Source: an optimization exercise on an open RTL-to-GDS flow (aim: a short achievable clock period and few clock cycles). Production flows keep margins and buffers that such runs may drop. In this exercise RTL edits were held to simulation tests only and were not proved equivalent to the original.

==> raven <==
## simple_cpu
module simple_cpu (
    input  wire               clk,
    input  wire               rst,           
    input  wire               start,         
    input  wire               ld_valid,      
    input  wire signed [15:0] ld_word,
    input  wire               ld_fail,       
    input  wire        [1:0]  ld_fail_code,  
    input  wire               ld_done,       
    output wire               in_ready,
    input  wire               in_valid,
    input  wire signed [15:0] in_word,
    input  wire               in_bad,        
    output wire               out_valid,
    output wire        [1:0]  out_kind,
    output wire signed [14:0] out_word,
    output wire        [2:0]  phase,
    output wire        [3:0]  cause,
    output wire signed [27:0] acc,
    output wire        [6:0]  ic,
    output wire signed [14:0] ir,
    output wire signed [7:0]  opc,
    output wire signed [7:0]  opd,
    input  wire        [6:0]  dbg_addr,
    output wire signed [14:0] dbg_data
);
    localparam [2:0] PH_IDLE    = 3'd0,
                     PH_LOADING = 3'd1,
                     PH_RUNNING = 3'd2,
                     PH_HALTED  = 3'd3,
                     PH_ERROR   = 3'd4;
  ...
make LEC_CHECK=0 CAP_MARGIN=40 CORE_MARGIN=2 CORE_UTILIZATION=40 PLACE_DENSITY=0.6 SETUP_SLACK_MARGIN=5 SLEW_MARGIN=30 finish   # period 18.0 ns
run.sh (not shown) runs the stock make flow with config.mk's settings and CLKGATE_MAP_FILE= SYNTH_SCRIPT=/design/flow/synth_recipe.tcl, a recipe that flattens the netlist after the stock synthesis.
==> inputs of quartz, as changes to raven <==
--- a/flow/design.v
+++ b/flow/design.v
@@ -41,15 +41,16 @@
                      EV_REJECT = 2'd2,
                      EV_VALUE  = 2'd3;
     localparam [2:0] S_EXEC  = 3'd0,    
                      S_READW = 3'd1,    
                      S_REJ   = 3'd2,    
                      S_DIV   = 3'd3,    
                      S_MUL   = 3'd4,    
-                     S_BAD   = 3'd5;    
+                     S_BAD   = 3'd5,    
+                     S_DIV1  = 3'd6;    
     localparam OP_READ = 0, OP_WRITE = 1, OP_LOAD = 2, OP_STORE = 3,
                OP_ADD = 4, OP_SUB = 5, OP_DIV = 6, OP_MUL = 7, OP_MOD = 8,
                OP_BR = 9, OP_BRN = 10, OP_BRZ = 11, OP_HALT = 12;
     localparam integer DW = 135;    
     function [DW-1:0] decode;
         input [14:0] w;
         reg   [12:0]  h;
@@ -145,15 +146,15 @@
     wire [6:0] ic1 = ic_r + 7'd1;
     wire [6:0] ic2 = ic_r + 7'd2;
     wire [6:0] ic3 = ic_r + 7'd3;
     wire [6:0] ic4 = ic_r + 7'd4;
     wire [6:0] ic5 = ic_r + 7'd5;
     reg signed [27:0] prod_r;
     reg        [13:0] dA;                      
-    reg        [5:0]  dQ;                      
+    reg        [9:0]  dQ;                      
     reg        [13:0] dR;                      
     reg        [284:0] dMk;                    
     reg               dbn, dqneg, drneg, dmod;
     reg        [14:0] bad_m;
     reg               bad_s;
     reg signed [7:0]  bad_opc, bad_opd;
     wire running = (phase_r == PH_RUNNING);
@@ -190,33 +191,19 @@
     wire [13:0] xa_mag = mx[14] ? -mx[13:0] : mx[13:0];
     reg  [284:0] mk_n;
     integer kk;
     always @* begin
         for (kk = 1; kk <= 15; kk = kk + 1)
             mk_n[19 * (kk - 1) +: 19] = $signed(my) * kk;
     end
-    wire [13:0] xb_mag = my[14] ? -my[13:0] : my[13:0];
-    reg  [5:0]  sq;
-    reg  [6:0]  sr;
-    integer si;
-    always @* begin
-        sr = 7'd0;
-        for (si = 5; si >= 0; si = si - 1) begin
-            sr = {sr[5:0], xa_mag[8 + si]};
-            if ((xb_mag[13:7] == 7'd0) && (sr >= xb_mag[6:0])) begin
-                sr = sr - xb_mag[6:0];
-                sq[si] = 1'b1;
-            end else begin
-                sq[si] = 1'b0;
-            end
-        end
-    end
-    wire [17:0] ds3 = dstep(dR, dA[7:4], dMk, dbn);
-    wire [17:0] ds4 = dstep(ds3[13:0], dA[3:0], dMk, dbn);
-    wire [13:0] dq_m   = {dQ, ds3[17:14], ds4[17:14]};
+    wire [17:0] ds1 = dstep(14'd0, {2'b00, dA[13:12]}, dMk, dbn);
+    wire [17:0] ds2 = dstep(ds1[13:0], dA[11:8], dMk, dbn);
+    wire [17:0] ds3 = dstep(ds2[13:0], dA[7:4], dMk, dbn);
+    wire [17:0] ds4 = dstep(dR, dA[3:0], dMk, dbn);
+    wire [13:0] dq_m   = {dQ, ds4[17:14]};
     wire [13:0] dres_m = dmod ? ds4[13:0] : dq_m;
     wire        dres_n = dmod ? drneg : dqneg;
     wire signed [27:0] dres = dres_n ? -$signed({14'd0, dres_m}) : $signed({14'd0, dres_m});
     wire        dres_z = (dres_m == 14'd0);
     reg         adv;
     always @* begin
         adv = 1'b0;
@@ -371,15 +358,15 @@
             a1      <= 7'd0;
             a2      <= 7'd0;
             a0oh    <= 100'd0;
             a1oh    <= 100'd0;
             a2oh    <= 100'd0;
             prod_r  <= 28'sd0;
             dA      <= 14'd0;
-            dQ      <= 6'd0;
+            dQ      <= 10'd0;
             dR      <= 14'd0;
             dMk     <= 285'd0;
             dbn     <= 1'b0;
             dqneg   <= 1'b0;
             drneg   <= 1'b0;
             dmod    <= 1'b0;
             bad_m   <= 15'd0;
@@ -460,22 +447,20 @@
                         end
                         if (op0[OP_DIV] | op0[OP_MOD] | (lm & (op1[OP_DIV] | op1[OP_MOD]))) begin
                             if (!lm && opv == 15'sd0) begin
                                 cause_r <= op0[OP_DIV] ? C_DIV_ZERO : C_MOD_ZERO;
                                 phase_r <= PH_ERROR;
                             end else begin
                                 dA    <= xa_mag;
-                                dQ    <= sq;
-                                dR    <= {7'd0, sr};
                                 dMk   <= mk_n;
                                 dbn   <= my[14];
                                 dqneg <= mx[14] ^ my[14];
                                 drneg <= mx[14];
                                 dmod  <= lm ? op1[OP_MOD] : op0[OP_MOD];
-                                st    <= S_DIV;
+                                st    <= S_DIV1;
                             end
                         end
                         if (op0[OP_READ] && in_valid && !in_accept)
                             st <= S_REJ;
                         if (op0[OP_READ] && !in_valid)
                             st <= S_READW;
                         if (op0[OP_HALT])
@@ -487,14 +472,19 @@
                 S_READW: begin
                     if (in_valid && !in_accept)
                         st <= S_REJ;
                 end
                 S_REJ: begin
                     st <= S_EXEC;
                 end
+                S_DIV1: begin
+                    dQ <= {ds1[15:14], ds2[17:14], ds3[17:14]};
+                    dR <= ds3[13:0];
+                    st <= S_DIV;
+                end
                 S_MUL: begin
                     if (ovf) begin
                         acc_r   <= prod_r;
                         cause_r <= C_ACC_OVERFLOW;
                         phase_r <= PH_ERROR;
                     end
                 end
==> comparison <==
raven ended with an error in global routing (5_1_grt). quartz died in global routing (5_1_grt).
Synthesized cell count: quartz is higher than raven (4.8%).
In quartz the area after synthesis is higher than in raven, by 4.7%.
==> figures <==
metric	quartz	raven
Synthesis-stage register bit count	2288	2271
Result of the run	stopped before the end	stopped before the end
Stage where the flow stopped	global routing (5_1_grt)	global routing (5_1_grt)
Mean instance size in the synthesized netlist	7.07 sq um	7.08 sq um
Cell count after synthesis	47200	45000
Post-cts sizing count	66	194
Post-synthesis share of cell area spent on xor and xnor gates	3.04%	2.61%
Total nets after synthesis	49000	46600
Share of Yosys cell area claimed by the top area cell type	13.7%	14.3%
Setup fix buffers added after clock tree synthesis	12	216
Cts bufs inserted	322	326
Pre-CTS worst setup slack	2980 ps	-422 ps
Compound-gate portion of the synthesized area	45.9%	46.6%
Routability congestion estimate from global placement	1.69	1.64
Mux contribution to synthesized area	1.16%	2.43%
Initial Util	40.1%	40.2%
Die width	918 um	897 um
Testbench counts of raven, summed over its fixed seeds: cycles 34,350.
Testbench counts of quartz, summed over its fixed seeds: cycles 38,488.
